This is an optimization exercise on Yosys and OpenROAD, whose aim is small area, a short achievable clock period and few clock cycles per item, not a production implementation. Function was checked by simulation only, so behaviour that the tests miss may differ from the original.

[flow/run.sh]
#!/bin/bash
# synth_recipe.tcl (not shown) runs the flow's synth.tcl, then flattens the netlist and writes it again
# the make line also repeats each setting of config.mk as NAME=value (left out here)
make -C /OpenROAD-flow-scripts/flow DESIGN_CONFIG=/design/flow/config.mk WORK_HOME=/design/flow/orfs CLKGATE_MAP_FILE= SYNTH_SCRIPT=/design/flow/synth_recipe.tcl finish
[flow/config.mk]
export PLATFORM = sky130hd
export DESIGN_NAME = cvt_gen
export DESIGN_NICKNAME = cvt_gen
export VERILOG_FILES = /design/flow/design.v
export SDC_FILE = /design/flow/constraint.sdc
export NUM_CORES = 4
export LEC_CHECK = 0
export CAP_MARGIN = 5
export CORE_MARGIN = 2
export CORE_UTILIZATION = 40
export SETUP_SLACK_MARGIN = 5
export SLEW_MARGIN = 5
[flow/constraint.sdc]
create_clock -name core_clock -period 12.5 [get_ports {clk}]
set_input_delay 2.5000 -clock core_clock [delete_from_list [all_inputs] [get_ports {clk}]]
set_output_delay 2.5000 -clock core_clock [all_outputs]
set_load 0.01 [all_outputs]
[flow/design.v]
module cvt_gen (
    input  wire        clk,
    input  wire        rst,
    input  wire        i_valid,
    output wire        o_ready,
    input  wire [11:0] i_h_active,
    input  wire [11:0] i_v_active,
    input  wire [7:0]  i_refresh,
    input  wire [7:0]  i_rb,
    input  wire        i_interlaced,
    input  wire        i_margins,
    output wire        o_valid,
    input  wire        i_ready,
    output wire [3:0]  o_status,
    output wire [15:0] o_h_active,
    output wire [15:0] o_h_border,
    output wire [15:0] o_h_front_porch,
    output wire [15:0] o_h_sync,
    output wire [15:0] o_h_back_porch,
    output wire [15:0] o_h_blank,
    output wire [15:0] o_h_total,
    output wire [15:0] o_v_active,
    output wire [15:0] o_v_border,
    output wire [15:0] o_v_front_porch,
    output wire [15:0] o_v_sync,
    output wire [15:0] o_v_back_porch,
    output wire [15:0] o_v_blank,
    output wire [15:0] o_v_total,
    output wire [31:0] o_pixel_clock_khz,
    output wire        o_interlaced,
    output wire        o_h_sync_positive,
    output wire        o_v_sync_positive
);
    localparam AW = 35;       
    localparam DW = 34;       
    function [23:0] radd;
        input [23:0] a, b;
        input        ci;
        integer i;
        reg c;
        begin
            c = ci;
            for (i = 0; i < 24; i = i + 1) begin
                radd[i] = a[i] ^ b[i] ^ c;
                c = (a[i] & b[i]) | (a[i] & c) | (b[i] & c);
            end
        end
    endfunction
    localparam [3:0] S_IDLE = 4'd0,  S_DONE = 4'd1,  S_RUN = 4'd2,  S_DEN  = 4'd3,
                     S_W    = 4'd4,  S_VS   = 4'd5,  S_H   = 4'd6,  S_G    = 4'd7,
                     S_HB   = 4'd8,  S_HS   = 4'd9,  S_M25 = 4'd10, S_PC   = 4'd11,
                     S_X250 = 4'd12, S_AV   = 4'd13, S_X   = 4'd14, S_PCR  = 4'd15;
    localparam [3:0] O_TOP = 4'd0, O_M2 = 4'd1,  O_W  = 4'd2,  O_VS   = 4'd3,
                     O_H   = 4'd4, O_G  = 4'd5,  O_HB = 4'd6,  O_HS   = 4'd7,
                     O_M25 = 4'd8, O_PC = 4'd9,  O_X250 = 4'd10, O_AV = 4'd11,
                     O_X   = 4'd12, O_PCR = 4'd13;
    reg [3:0]  state;
    reg [3:0]  op;
    reg [1:0]  ph;            
    reg [4:0]  cnt;           
    reg        mreg_pend;     
    reg [1:0]  st;            
    reg [1:0]  rbq;
    reg        il, mg, v0, f20;
    reg [8:0]  h8;
    reg [11:0] vr;
    reg [7:0]  r;
    reg [3:0]  left8;
    reg [6:0]  top;
    reg [12:0] den;           
    reg [3:0]  vs;
    reg [11:0] vb;            
    reg [11:0] vx;            
    reg [6:0]  hb16;
    reg [5:0]  hs6;
    reg [9:0]  ht8;
    reg [15:0] mreg;          
    reg [20:0] wr;            
    reg [26:0] hreg;          
    reg [AW-1:0] A;
    reg [DW-1:0] D;
    reg [23:0]   Q;
    wire is_std = (rbq == 2'd0);
    wire rb1    = (rbq == 2'd1);
    wire [8:0]  F     = il ? {r, 1'b0} : {1'b0, r};
    wire [9:0]  tap8  = radd({15'd0, h8}, {19'd0, left8, 1'b0}, 1'b0);
    wire [13:0] E     = il ? radd({10'd0, den, 1'b1}, 24'd6, 1'b0)              
                           : radd({11'd0, den}, 24'd3, 1'b0);                  
    wire [13:0] T23   = radd(radd({11'd0, F, 4'd0}, {12'd0, F, 3'd0}, 1'b0),
                             {15'h7FFF, ~F}, 1'b1);                           
    wire [11:0] tap3  = radd({14'd0, tap8, 1'b0}, {14'd0, tap8}, 1'b0);      
    wire [11:0] vraw = il ? {vr[10:0], v0} : vr;
    wire [10:0] h3   = radd({14'd0, h8, 1'b0}, {15'd0, h8}, 1'b0);
    wire [11:0] h5   = radd({13'd0, h8, 2'b0}, {15'd0, h8}, 1'b0);
    wire [12:0] h9   = radd({12'd0, h8, 3'b0}, {15'd0, h8}, 1'b0);
    wire [14:0] v5   = radd({10'd0, vraw, 2'b0}, {12'd0, vraw}, 1'b0);
    reg  [3:0]  vs_c;
    always @(*) begin
        if      ({1'b0, vraw} == {h3, 1'b0})        vs_c = 4'd4;    
        else if ({vraw, 1'b0} == h9)                vs_c = 4'd5;    
        else if (vraw == h5)                        vs_c = 4'd6;    
        else if (v5 == {1'b0, h8, 5'b0})            vs_c = 4'd7;    
        else if (v5 == {1'b0, h3, 3'b0})            vs_c = 4'd7;    
        else                                        vs_c = 4'd10;
        if (rbq[1]) vs_c = 4'd8;
    end
    wire [2:0] c2 = (op == O_H) ? 3'd2 : 3'd0;
    reg  [4:0] kd;
    always @(*) begin
        case (op)
        O_TOP, O_HB: kd = 5'd7;
        O_VS:        kd = 5'd11;
        O_PC:        kd = 5'd16;
        O_AV:        kd = 5'd10;
        O_PCR:       kd = rb1 ? 5'd15 : 5'd23;
        default:     kd = 5'd0;
        endcase
    end
    wire [23:0] ht8_fld = ht8[9] ? {2'b00, ht8, 12'd0} : {1'b0, ht8[8:0], 14'd0};
    wire [2:0]  ht8_dig = ht8[9] ? 3'd6 : 3'd5;
    reg  mul;                             
    reg  divy;                            
    reg  one;                             
    wire two_steps = ~one;
    function [2:0] booth;                 
        input [2:0] b;
        begin
            booth[2] = (b == 3'b000) | (b == 3'b111);
            booth[1] = (b == 3'b011) | (b == 3'b100);
            booth[0] = b[2] & ~booth[2];
        end
    endfunction
    wire [2:0] bd1 = booth(Q[23:21]);
    wire [2:0] bd2 = booth(Q[21:19]);
    wire [AW-1:0] D0 = {{(AW-DW){1'b0}}, D};
    wire          n1 = A[AW-1];
    wire [AW-1:0] x1 = mul ? {A[AW-3:0], 2'b00} : A;
    wire          c1 = divy ? ~n1 : bd1[0];
    wire [AW-1:0] m1 = (~divy & bd1[1]) ? {D0[AW-2:0], 1'b0} : D0;
    wire [AW-1:0] y1 = ((~divy & bd1[2]) ? {AW{1'b0}} : m1) ^ {AW{c1}};
    wire [AW:0]   s1w = {x1, 1'b1} + {y1, c1};
    wire [AW-1:0] a1 = s1w[AW:1];
    wire          q1 = ~a1[AW-1];
    wire [AW-1:0] e1 = divy ? {1'b0, D0[AW-1:1]} : D0;
    wire          n2 = a1[AW-1];
    wire [AW-1:0] x2 = mul ? {a1[AW-3:0], 2'b00} : a1;
    wire          c2b = divy ? ~n2 : bd2[0];
    wire [AW-1:0] m2 = (~divy & bd2[1]) ? {e1[AW-2:0], 1'b0} : e1;
    wire [AW-1:0] y2 = ((~divy & bd2[2]) ? {AW{1'b0}} : m2) ^ {AW{c2b}};
    wire [AW:0]   s2w = {x2, 1'b1} + {y2, c2b};
    wire [AW-1:0] s2 = s2w[AW:1];
    wire          q2 = ~s2[AW-1];
    wire [AW-1:0] a2 = two_steps ? s2 : a1;
    wire [15:0] mr = radd(24'd50000, {10'h3FF, ~D[13:0]}, 1'b1);    
    reg [DW-1:0] dnext;
    always @(*) begin
        if (ph == 2'd1 && c2 != 3'd0)
            dnext = {17'd0, mreg, 2'd0};                   
        else case (op)
        O_TOP:   dnext = 35'd500 << 6;
        O_VS:    dnext = {9'd0, mreg, 10'd0};
        O_HB:    dnext = {3'd0, hreg, 5'd0};
        O_PC:    dnext = {hreg[19:0], 15'd0};
        O_AV:    dnext = {10'd0, mr, 9'd0};
        default: dnext = rb1 ? (35'd31250 << 14) : (rbq == 2'd2) ? (35'd125 << 22) : (35'd1001 << 22);
        endcase
    end
    reg [4:0] hsr;            
    reg [2:0] hsc;            
    wire [5:0] hst = {hsr, (hsc == 3'd1) ? 1'b0 : ht8[hsc - 3'd2]};
    wire       hsq = (hst >= 6'd25);
    always @(posedge clk) begin
        if (state == S_M25) begin
            hsr <= ht8_s[9:5];
            hsc <= 3'd6;
        end else if (hsc != 3'd0) begin
            hsr <= hsq ? hst - 6'd25 : hst[4:0];
            hs6 <= {hs6[4:0], hsq};
            hsc <= hsc - 3'd1;
        end
    end
    wire [11:0] vs6   = {8'd0, vs} + 12'd6;
    wire [11:0] vq1   = radd({13'd0, Q[10:1]}, 24'd1, 1'b0);
    wire [11:0] vsd   = radd({12'd0, vq1}, {12'hFFF, ~vs6}, 1'b1);
    wire [11:0] vsbp  = vsd[11] ? vs6 : vq1;                       
    wire        fl20  = (Q[10:6] == 5'd0) & (~Q[5] | (Q[4:0] == 5'd0));    
    wire [11:0] avmin = rb1 ? {8'd0, vs} + 12'd9 : 12'd15;
    wire [11:0] qv1   = radd({14'd0, Q[9:0]}, 24'd1, 1'b0);
    wire [11:0] avd   = radd({12'd0, qv1}, {12'hFFF, ~avmin}, 1'b1);
    wire        avlo  = avd[11];
    wire [11:0] av    = avlo ? avmin : qv1;
    wire [12:0] vt_q  = radd({11'd0, den}, {12'd0, qv1}, 1'b0);
    wire [12:0] vt_m  = radd({11'd0, den}, {12'd0, avmin}, 1'b0);
    wire [12:0] vt_av = avlo ? vt_m : vt_q;
    wire [6:0]  hb_c  = f20 ? tap8[9:3] : Q[6:0];
    wire [9:0]  ht8_s = radd({14'd0, tap8}, {16'd0, hb_c, 1'b0}, 1'b0);
    wire [11:0] vbp_c = radd({12'd0, vb}, {12'hFFF, ~({8'd0, vs} + 12'd3)}, 1'b1);   
    wire [11:0] vfp_c = radd({12'd0, vb}, {12'hFFF, ~12'd14}, 1'b1);                 
    wire [12:0] vtot  = radd({11'd0, den}, {12'd0, vb}, 1'b0);
    wire [11:0] vr_in = i_interlaced ? {1'b0, i_v_active[11:1]} : i_v_active;
    wire [8:0]  h8_in = i_h_active[11:3];
    wire [3:0]  left_in = (h8_in >= 9'd56)  + (h8_in >= 9'd112) + (h8_in >= 9'd167) +
                          (h8_in >= 9'd223) + (h8_in >= 9'd278) + (h8_in >= 9'd334) +
                          (h8_in >= 9'd389) + (h8_in >= 9'd445) + (h8_in >= 9'd500);
    assign o_ready = (state == S_IDLE) | ((state == S_DONE) & i_ready);
    assign o_valid = (state == S_DONE);
    task start;
        input [3:0] o;
        input [2:0] n1;
        input [2:0] n2;
        input [4:0] k;
        begin
            op <= o; state <= S_RUN;
            if (n1 != 3'd0) begin ph <= 2'd1; cnt <= {2'd0, n1}; mul <= 1'b1; divy <= 1'b0; one <= (n1 == 3'd1); end
            else            begin ph <= 2'd3; cnt <= k; mul <= 1'b0; divy <= 1'b1; one <= (k == 5'd1); end
        end
    endtask
    task lmul;
        input [3:0]    o;
        input [DW-1:0] md;
        input [23:0]   fld;
        input [2:0]    n1;
        input [4:0]    k;
        begin
            D <= md;
            A <= (fld[22] & fld[21]) ? {md, 1'b0} :
                 (fld[22] | fld[21]) ? {1'b0, md} : {AW{1'b0}};
            Q <= {fld[21:0], 2'b00};
            start(o, n1 - 3'd1, 3'd0, k);
        end
    endtask
    always @(posedge clk) begin
        if (rst) begin
            state <= S_IDLE;
        end else if (o_ready && i_valid) begin
            rbq   <= i_rb[1:0];
            il    <= i_interlaced;
            mg    <= i_margins;
            v0    <= i_v_active[0];
            h8    <= h8_in;
            vr    <= vr_in;
            r     <= i_refresh;
            left8 <= i_margins ? left_in : 4'd0;
            top   <= 7'd0;
            den   <= {1'b0, vr_in};
            mreg_pend <= 1'b0;
            if (i_rb > 8'd3) begin
                st <= 2'd1; state <= S_DONE;
            end else if (i_refresh == 8'd0 ||
                         (i_rb == 8'd0 && h8_in == 9'd0) ||
                         (i_rb != 8'd0 && vr_in == 12'd0)) begin
                st <= 2'd2; state <= S_DONE;
            end else begin
                st <= 2'd0;
                if (i_rb == 8'd0) begin
                    A <= 36'd625;
                    D <= {26'd0, i_interlaced ? {i_refresh, 1'b0} : {1'b0, i_refresh}};
                    Q <= {6'b101010, 18'd0};             
                    mreg_pend <= 1'b1;
                    start(O_M2, 3'd3, 3'd0, 5'd0);
                end else if (i_margins) begin
                    lmul(O_TOP, {23'd0, vr_in}, {6'b001001, 18'd0}, 3'd3, 5'd7);
                end else begin
                    state <= S_AV;
                end
            end
        end else begin
            case (state)
            S_DEN: begin
                top   <= Q[6:0];
                den   <= radd({12'd0, vr}, {16'd0, Q[6:0], 1'b0}, 1'b0);
                state <= is_std ? S_W : S_AV;
            end
            S_W: begin
                if (mreg_pend) mreg <= A[15:0];
                mreg_pend <= 1'b0;
                if (mg && mreg_pend) begin
                    lmul(O_TOP, {23'd0, vr}, {6'b001001, 18'd0}, 3'd3, 5'd7);
                end else begin
                    vs <= vs_c;
                    lmul(O_W, {21'd0, E}, {2'b00, r, 14'd0}, 3'd5, 5'd0);
                end
            end
            S_VS: begin
                wr <= A[20:0];
                lmul(O_VS, {A[DW-3:0], 2'b00}, {6'b001011, 18'd0}, 3'd3, 5'd11);
            end
            S_H: begin
                vb  <= radd({12'd0, vsbp}, 24'd3, 1'b0);
                f20 <= fl20;
                if (fl20) begin
                    state <= S_M25;
                end else begin
                    A <= {AW{1'b0}}; D <= {14'd0, wr}; Q <= {8'b01110011, 16'd0};
                    start(O_H, 3'd2, 3'd2, 5'd0);
                end
            end
            S_G: begin
                hreg <= A[26:0];
                A <= {15'd0, wr}; D <= {19'd0, mreg}; Q <= {2'b11, 22'd0};
                start(O_G, 3'd1, 3'd0, 5'd0);
            end
            S_HB: begin
                lmul(O_HB, A[DW-1:0], {2'b00, tap3, 10'd0}, 3'd7, 5'd7);
            end
            S_M25: begin
                hb16 <= hb_c;
                ht8  <= ht8_s;
                vx   <= vbp_c;
                den  <= vtot;
                lmul(O_M25, {20'd0, mreg[15:1]}, {6'b011001, 18'd0}, 3'd3, 5'd0);
            end
            S_PC: begin
                hreg <= A[26:0];
                lmul(O_PC, {10'd0, wr, 4'd0}, ht8_fld, ht8_dig, 5'd16);
            end
            S_X250: begin
                A <= {12'd0, Q[15:0], 8'd0}; D <= {17'd0, Q[15:0], 2'd0};
                start(O_X250, 3'd0, 3'd0, 5'd2);
            end
            S_AV: begin
                vs  <= vs_c;
                ht8 <= radd({14'd0, tap8}, rb1 ? 24'd20 : 24'd10, 1'b0);
                lmul(O_AV, {21'd0, T23}, {1'b0, den, 10'd0}, 3'd7, 5'd10);
            end
            S_X: begin
                vb  <= av;
                den <= vt_av;
                lmul(O_X, il ? {21'd0, vt_av, 1'b1} : {22'd0, vt_av}, {2'b00, r, 14'd0}, 3'd5, 5'd0);
            end
            S_PCR: begin
                vx <= rb1 ? vbp_c : vfp_c;
                lmul(O_PCR, (rbq == 2'd3) ? {A[DW-4:0], 3'd0} : A[DW-1:0], ht8_fld,
                     ht8_dig, rb1 ? 5'd15 : 5'd23);
            end
            S_RUN: begin
                A <= a2;
                if (mul) Q <= two_steps ? {Q[19:0], 4'd0} : {Q[21:0], 2'd0};
                else     Q <= two_steps ? {Q[21:0], q1, q2} : {Q[22:0], q1};
                if (!mul) D <= two_steps ? {2'b0, D[DW-1:2]} : {1'b0, D[DW-1:1]};
                if (cnt > 5'd2) begin
                    cnt <= cnt - 5'd2;
                    one <= (cnt == 5'd3);
                end else if (ph == 2'd1 && c2 != 3'd0) begin
                    ph <= 2'd2; cnt <= {2'd0, c2}; D <= dnext; one <= (c2 == 3'd1);
                end else if (mul && kd != 5'd0) begin
                    ph <= 2'd3; cnt <= kd; D <= dnext; mul <= 1'b0; divy <= 1'b1; one <= (kd == 5'd1);
                end else begin
                    case (op)
                    O_TOP:   state <= S_DEN;
                    O_M2:    state <= S_W;
                    O_W:     state <= S_VS;
                    O_VS:    state <= S_H;
                    O_H:     state <= S_G;
                    O_G:     state <= S_HB;
                    O_HB:    state <= S_M25;
                    O_M25:   state <= S_PC;
                    O_PC:    state <= S_X250;
                    O_AV:    state <= S_X;
                    O_X:     state <= S_PCR;
                    O_PCR:   state <= rb1 ? S_X250 : S_DONE;
                    default: state <= S_DONE;
                    endcase
                end
            end
            S_DONE: if (i_ready) state <= S_IDLE;
            default: state <= S_IDLE;
            endcase
        end
    end
    wire [7:0]  hfp8 = radd({17'd0, hb16}, {18'h3FFFF, ~hs6}, 1'b1);    
    wire        red23 = rbq[1];
    assign o_status          = (st == 2'd0) ? 4'd0 : (st == 2'd1) ? 4'd6 : 4'd7;
    assign o_h_active        = {4'd0, h8, 3'd0};
    assign o_h_border        = {9'd0, left8, 3'd0};
    assign o_h_front_porch   = is_std ? {{5{hfp8[7]}}, hfp8, 3'd0} : rb1 ? 16'd48 : 16'd8;
    assign o_h_sync          = is_std ? {7'd0, hs6, 3'd0} : 16'd32;
    assign o_h_back_porch    = is_std ? {6'd0, hb16, 3'd0} : rb1 ? 16'd80 : 16'd40;
    assign o_h_blank         = is_std ? {5'd0, hb16, 4'd0} : rb1 ? 16'd160 : 16'd80;
    assign o_h_total         = {3'd0, ht8, 3'd0};
    assign o_v_active        = {4'd0, vr};
    assign o_v_border        = {9'd0, top};
    assign o_v_front_porch   = red23 ? {{4{vx[11]}}, vx} : 16'd3;
    assign o_v_sync          = {12'd0, vs};
    assign o_v_back_porch    = red23 ? 16'd6 : {{4{vx[11]}}, vx};
    assign o_v_blank         = {4'd0, vb};
    assign o_v_total         = {3'd0, den};
    assign o_pixel_clock_khz = {8'd0, (is_std || rb1) ? A[23:0] : {1'b0, Q[22:0]}};
    assign o_interlaced      = il;
    assign o_h_sync_positive = ~is_std;
    assign o_v_sync_positive = is_std;
endmodule
==> results of run 1 <==
-- placed cells by master, fill, tap and decap left out, types with 101 or more instances in the layout --
| master | count |
|---|---|
| nand2_1 | 412 |
| a21oi_1 | 327 |
| edfxtp_1 | 289 |
| nor2_1 | 249 |
| clkdlybuf4s50_1 | 210 |
| ha_1 | 195 |
| mux2i_1 | 183 |
| o21ai_0 | 177 |
| inv_1 | 159 |
| xnor2_1 | 146 |
| buf_4 | 105 |
| fa_1 | 101 |
-- how the worst max path moves through the flow --
| stage | startpoint | end | slack [ps] | cells after the start |
|---|---|---|---|---|
| 3_3_place_gp | Q[21]$_DFFE_PP_ | A[32]$_SDFFCE_PP0P_ | 3860 | 27 |
| 2_1_floorplan | mul$_SDFFCE_PP1P_ | A[32]$_SDFFCE_PP0P_ | 5440 | 31 |
| 6_report | Q[21]$_DFFE_PP_ | A[30]$_SDFFCE_PP0P_ | 5020 | 30 |
| 3_5_place_dp | Q[21]$_DFFE_PP_ | A[32]$_SDFFCE_PP0P_ | 3830 | 27 |
| 4_1_cts | Q[22]$_SDFFCE_PP0P_ | A[26]$_SDFFCE_PP0P_ | 5000 | 32 |
| 5_1_grt | Q[21]$_DFFE_PP_ | A[33]$_SDFFCE_PP0P_ | 4950 | 29 |
-- metal layers --
layer,wire length [um],vias up
met5,0,-
met4,6841,0
met3,16050,400
met2,55580,1956
met1,53870,14530
li1,-,13470
-- logic make-up (layout without fill, tap and decap cells) --
family | after synthesis | after routing | synth area share, %
AOI/OAI and AO/OA | 1026 | 1026 | 20.89
and+or+nand+nor | 1020 | 1020 | 14.55
buffers and inverters | 554 | 558 | 7.898
adders and majority gates | 315 | 315 | 14.49
DFF | 296 | 296 | 27.29
muxes | 277 | 277 | 9.025
xor gates and xnor gates | 212 | 212 | 5.850
other | 1 | 99 | 0.01160
-- layout make-up --
class	count	area, um^2	area share, %
timing repair buffer	326	3092	8.450
clock buffer	50	1039	2.838
clock inverter	19	110.1	0.3009
antenna	2	5.005	0.01368
sequential	296	8818	24.10
multi-input combinational	2947	21590	59.00
inverter	163	611.8	1.672
tap	1060	1326	3.625
-- registers in the layout, summed over array words and instances (netlist names), 5 cells and up --
name	cells
vr	12
vb	12
vx	12
hsr	5
top	7
hs6	6
ht8	10
cnt	5
mreg	16
A	35
hb16	7
h8	9
den	13
Q	24
D	34
wr	21
r	8
hreg	27
-- what timing repair did --
action	CTS	global route
pin swaps	1	14
setup buffers	8	11
gates cloned	0	2
endpoints found under the hold margin	0	0
endpoints found under the setup margin	34	20
resized for setup	18	43
-- critical path, delay by kind of cell, from the launching register on --
kind / cells / cell delay (ps)
xor+xnor: 4 / 800
fa+ha+maj: 2 / 730
compound gates: 17 / 3680
simple gates: 5 / 1090
flops: 1 / 510
buf+inv: 2 / 360
-- per-stage QoR --
stage          std cells  utilization [%]
6_report            4863            45.57
5_1_grt             4861            45.56
4_1_cts             4848            45.18
3_5_place_dp        4771            43.58
3_3_place_gp        4771            43.58
2_1_floorplan       3797                -
==> results.toml, run 1 <==
[yosys]
async_flop_share_pct = 0
synth-seq-area-share_pct = 27.29
synthDistinctLibCells = 100
syn_inst = 3701
synth_most_common_cell = "nand2_1"
ys_warn_count = 1
synth_edf_count = 289
yosys-top-cells-count = "nand2_1, a21oi_1, edfxtp_1, nor2_1, clkbuf_1"
ys_ff_latch = 296
syn-cell-area_um2 = 32320
synth_top_area_cell = "edfxtp_1"
syn_area_per_cell_um2 = 8.732
synthFlopType = "edfxtp_1"
synth_top_area_share_pct = 26.85
synth.area.top_cells = "edfxtp_1, ha_1, fa_1"

[global_routing]
grt.met3_usage_pct = 8.333
grt_usage_pct = 30.90
grt_pass1_wl_mm = 191.5
antenna_found_initial = 2
grt_use_met2_pct = 45.37
grt_pass1_vias = 27990
grt.overflow.total = 0
busiest_layer = "met2"
grt_max_degree = 77
grt_util_met1_pct = 42.65

[clock_tree]
htree_levels = 2
numClockSinks = 296
clock_latency_ps = 600
root_buffer = "clkbuf_16"
numCtsBuffers = 39
cts_buffer_depth = 3
cts_hold_buf = 0
cts_tree = "built"
clkTransAtPathRegs_ps = 70

[sta]
relSlewSlack_pct = 22.76
fin_hold_ws_ps = 467.4
rsz0062_at_grt = "yes"
period_minus_slack_ps = 7476
timing.final.ws_setup_ps = 5024
hold_viol_final = 0
finalSetupViolations = 0
skew_ps = 34.30
worst-slew-pin-transition_ps = 1156
tns_ps = 0
max_freq_mhz = 133.8
slew_violations = 0
min_period_over_period_pct = 59.81

[hold_path]
holdPathEnd = "hs6[5]$_DFFE_PP_"
hold_class = "reg2reg"
hold_path_startpoint = "hs6[4]$_DFFE_PP_"
hold_depth = 0

[die]
start_util_pct = 40.25
core-area_um2 = 80290
io_pins = 311
die_area_um2 = 83080
num_rows = 104
die_w_um = 288.2
die_y_um = 288.2

[detailed_routing]
viasPerCell = 6.241
vias = 30350
wl_per_cell_um = 27.21
drc = 0
postRouteAntennaNets = 0
drt_iter0_markers = 4401
finalWirelength_mm = 132.3
dr.pass1.iters = 13

[final_layout]
syn2layout_area_growth_pct = 13.22
drive_gt1_share_pct = 9.287
nNetsFinal = 4126
fillerInstances = 7923
fin_area_um2 = 36590

[worst_setup_path]
start_kind = "register"
ff2ff_path_depth = 30
cp_slowest_cell = "edfxtp_1"
r2r_setup_slack_ps = 5020
max_stage_delay_ps = 510
reg2reg_to = "A[30]$_SDFFCE_PP0P_"
crit_top_cell = "a21oi_1"
crit_fanout = 17
path_class = "reg2reg"
cp.required_ps = 12830
worstPathArrival_ps = 7800
endpoint_kind = "register"
r2r-start = "Q[21]$_DFFE_PP_"

[status]
status = "timing/DRC/antenna clean"

[placement]
dp_hpwl_mm = 97.56
place.gp.congestion = 1.003
portBuffers = 210
dpl_worst_slack_ps = 3831
place_area_um2 = 34990

[run]
maxCapViolCount = 0
Testbench counts, summed over its fixed seeds: cycles 103,737, items 3,200.
==> run 2: changes to the inputs <==
--- a/flow/design.v
+++ b/flow/design.v
@@ -198,4 +198,5 @@
     wire [11:0] vfp_c = radd({12'd0, vb}, {12'hFFF, ~12'd14}, 1'b1);                 
     wire [12:0] vtot  = radd({11'd0, den}, {12'd0, vb}, 1'b0);
+    wire [12:0] den_t = radd({12'd0, vr}, {16'd0, Q[6:0], 1'b0}, 1'b0);
     wire [11:0] vr_in = i_interlaced ? {1'b0, i_v_active[11:1]} : i_v_active;
     wire [8:0]  h8_in = i_h_active[11:3];
@@ -269,6 +270,12 @@
             S_DEN: begin
                 top   <= Q[6:0];
-                den   <= radd({12'd0, vr}, {16'd0, Q[6:0], 1'b0}, 1'b0);
-                state <= is_std ? S_W : S_AV;
+                den   <= den_t;
+                if (is_std) begin
+                    state <= S_W;
+                end else begin
+                    vs  <= vs_c;
+                    ht8 <= radd({14'd0, tap8}, rb1 ? 24'd20 : 24'd10, 1'b0);
+                    lmul(O_AV, {21'd0, T23}, {1'b0, den_t, 10'd0}, 3'd7, 5'd10);
+                end
             end
             S_W: begin
--- a/flow/config.mk
+++ b/flow/config.mk
@@ -6,7 +6,7 @@
 export NUM_CORES = 4
 export LEC_CHECK = 0
-export CAP_MARGIN = 5
+export CAP_MARGIN = 20
 export CORE_MARGIN = 2
 export CORE_UTILIZATION = 40
 export SETUP_SLACK_MARGIN = 5
-export SLEW_MARGIN = 5
+export SLEW_MARGIN = 20
==> run 2 against run 1 <==
  * Core utilization increased by 1.0 points
  * Still clean on timing, DRC and antenna
  * Highest routed layer unchanged
  * Register-to-register slack improved by 40 ps
  * Final cell count increased by 3.1%
==> results.toml, run 2 <==
[final_layout]
reg.largest.list = "A (35), D (34), hreg (27)"
nNetsFinal = 4279
final_common_cell = "nand2_1"
drive_gt1_share_pct = 9.919
syn2layout_area_growth_pct = 14.86
largest_register_ffs = 35
fillerInstances = 7783
top_register = "A"
layout_common_cells = "nand2_1, a21oi_1, edfxtp_1"

[sta]
worst-slew-pin-transition_ps = 1171
min_period_over_period_pct = 59.45
skew_ps = 41.70
slew_violations = 0
period_minus_slack_ps = 7431
relSlewSlack_pct = 21.90
hold_viol_final = 0
tns_ps = 0
max_freq_mhz = 134.6
rsz0062_at_grt = "no"
finalSetupViolations = 0

[clock_tree]
clock_latency_ps = 600
cts_buffer_depth = 3
root_buffer = "clkbuf_16"
clkTransAtPathRegs_ps = 60
htree_levels = 2
numClockSinks = 296
cts_tree = "built"
numCtsBuffers = 40
cts_hold_buf = 0

[hold_path]
hold_class = "reg2reg"
hold_depth = 0

[die]
io_pins = 311
die_y_um = 290.2
core-area_um2 = 80810
die_w_um = 290.2
start_util_pct = 40.55
die_area_um2 = 84220
num_rows = 104

[yosys]
async_flop_share_pct = 0
yosys-top-cells-count = "nand2_1, a21oi_1, edfxtp_1, clkbuf_1, nor2_1"
synth_most_common_cell = "nand2_1"
synth_top_area_cell = "edfxtp_1"
synth-seq-area-share_pct = 26.92
syn_area_per_cell_um2 = 8.519
synth_edf_count = 289
synthDistinctLibCells = 91
ys_warn_count = 1
syn-cell-area_um2 = 32760
synth.area.top_cells = "edfxtp_1, ha_1, fa_1"
synth_top_area_share_pct = 26.49
syn_inst = 3846
ys_ff_latch = 296
synthFlopType = "edfxtp_1"

[placement]
portBuffers = 210
place.gp.congestion = 1.005
dp_hpwl_mm = 99.18

[global_routing]
grt_max_degree = 130
grt_pass1_vias = 28890
grt_usage_pct = 30.37
grt_pass1_wl_mm = 194.5
antenna_found_initial = 2
grt.overflow.total = 0

[detailed_routing]
wl_per_cell_um = 26.75
vias = 31290
postRouteAntennaNets = 0
drc = 0
drt_iter0_markers = 4710
dr.pass1.iters = 8
finalWirelength_mm = 134.1
viasPerCell = 6.242

[worst_setup_path]
cp-startpoint = "Q[21]$_DFFE_PP_"
worstPathArrival_ps = 7740
r2r-start = "Q[21]$_DFFE_PP_"
cp_slowest_cell = "or4_1"
crit_top_cell = "buf_12"
start_kind = "register"
cp-endpoint = "Q[0]$_SDFFCE_PP0P_"
reg2reg_to = "Q[0]$_SDFFCE_PP0P_"
ff2ff_path_depth = 29
r2r_setup_slack_ps = 5070
path_class = "reg2reg"
max_stage_delay_ps = 620
crit_fanout = 7
cp.required_ps = 12810
endpoint_kind = "register"

[status]
status = "timing/DRC/antenna clean"

[run]
maxCapViolCount = 0
[run 2: changes by cell type after synthesis, sizes merged, moves of 14 or more]
cell and delta:
o21ai +43, nor2b +14, xnor2 -32, nor2 -42, nand2 +76, inv +15, clkbuf +23, a21oi +36
xor2 +36, mux2i -24, a222oi +18
[run 2: kinds of logic after synthesis]
group           Yosys count  share of synthesized area (%)
mux                     248                          8.088
flops                   296                          26.92
other cells               1                        0.01145
buf+inv                 587                          8.115
compound gates         1080                          21.20
fa+ha+maj               314                          14.26
xor+xnor                217                          5.866
simple gates           1103                          15.55
[run 2: worst max-delay path, delay by kind of cell, from the launching register on]
family / cells / cell delay, ps
XOR/XNOR: 3 / 390
flip-flops: 1 / 440
AND/OR/NAND/NOR: 8 / 2270
buffers and inverters: 5 / 830
AO/OA/AOI/OAI: 11 / 2440
adder cells (fa/ha/maj): 2 / 750
[run 2: layout make-up]
| type | instances | area (um^2) | area share (%) |
|---|---|---|---|
| Multi-Input combinational cell | 3059 | 22110 | 58.74 |
| Sequential cell | 296 | 8818 | 23.43 |
| Timing Repair Buffer | 352 | 3398 | 9.030 |
| Tap cell | 1060 | 1326 | 3.524 |
| Clock buffer | 46 | 1023 | 2.720 |
| Inverter | 176 | 660.6 | 1.755 |
| Clock inverter | 23 | 297.8 | 0.7913 |
| Antenna cell | 1 | 2.502 | 0.006649 |
[run 2: timing repair]
item / CTS / global route
setup endpoints to repair: 30 / 29
gates cloned: 0 / 4
pin swaps: 5 / 24
gates resized for setup: 25 / 68
setup buffers: 12 / 25
[run 2: worst min-delay path by stage]
stage	endpoint	from
4_1_cts	hs6[5]$_DFFE_PP_	hs6[4]$_DFFE_PP_
2_1_floorplan	hs6[4]$_DFFE_PP_	hs6[3]$_DFFE_PP_
3_5_place_dp	hs6[5]$_DFFE_PP_	hs6[4]$_DFFE_PP_
6_report	hs6[4]$_DFFE_PP_	hs6[3]$_DFFE_PP_
5_1_grt	hs6[4]$_DFFE_PP_	hs6[3]$_DFFE_PP_
3_3_place_gp	hs6[5]$_DFFE_PP_	hs6[4]$_DFFE_PP_
[run 2: routing by layer]
metal | vias up | GRT usage (%) | routed length, um
met5 | - | 0 | 0
met4 | 0 | 13.26 | 7227
met3 | 367 | 6.340 | 15190
met2 | 2011 | 45.22 | 56790
met1 | 15020 | 42.38 | 54890
li1 | 13900 | - | -
[run 2: stage by stage]
| step | util, % | worst slack, ps | area [um^2] | cells | hold WS, ps |
|---|---|---|---|---|---|
| final | 46.57 | 5069 | 37630 | 5013 | 452.5 |
| after global routing | 46.57 | 4867 | 37630 | 5012 | 469.7 |
| after CTS | 45.80 | 4981 | 37010 | 4983 | 451.0 |
| after detailed placement | 43.87 | 3458 | 35450 | 4902 | 435.3 |
| after global placement | 43.87 | 3499 | 35450 | 4902 | 430.2 |
| after floorplan | - | 5433 | 33120 | 3942 | 426.4 |
Testbench counts of run 2, summed over its fixed seeds: cycles 103,109, items 3,200.

-- port drivers added, routing unchanged --
The flow's constraints put no driver on any port. The routed layouts listed below were extracted and timed again, unchanged, in two steps.
Step 1: set_driving_cell puts a clkbuf_16 on clk and a buf_2 on each other input, an assumption about the parent block.
Step 2 moves the port delays by t, midway between the first and last clock arrival at a register: inputs arrive t later, outputs are due t later. That takes back most of the time a late clock gives input paths.
Three values: ideal, step 1, step 2; two values: the first two.
run	shift t [ns]	slack for setup (ns)	worst setup path after step 2	slew at the worst register clock pin (ns)
run 1	0.649	5.024 / 5.024 / 5.024	register to register	0.07 / 0.07
run 2	0.637	5.069 / 5.069 / 4.612	input to register	0.06 / 0.06
After both steps every run listed still meets setup and hold. The setup slack of run 2, which loses most, moves by 0.000 ns with the drivers and by -0.457 ns with both steps.
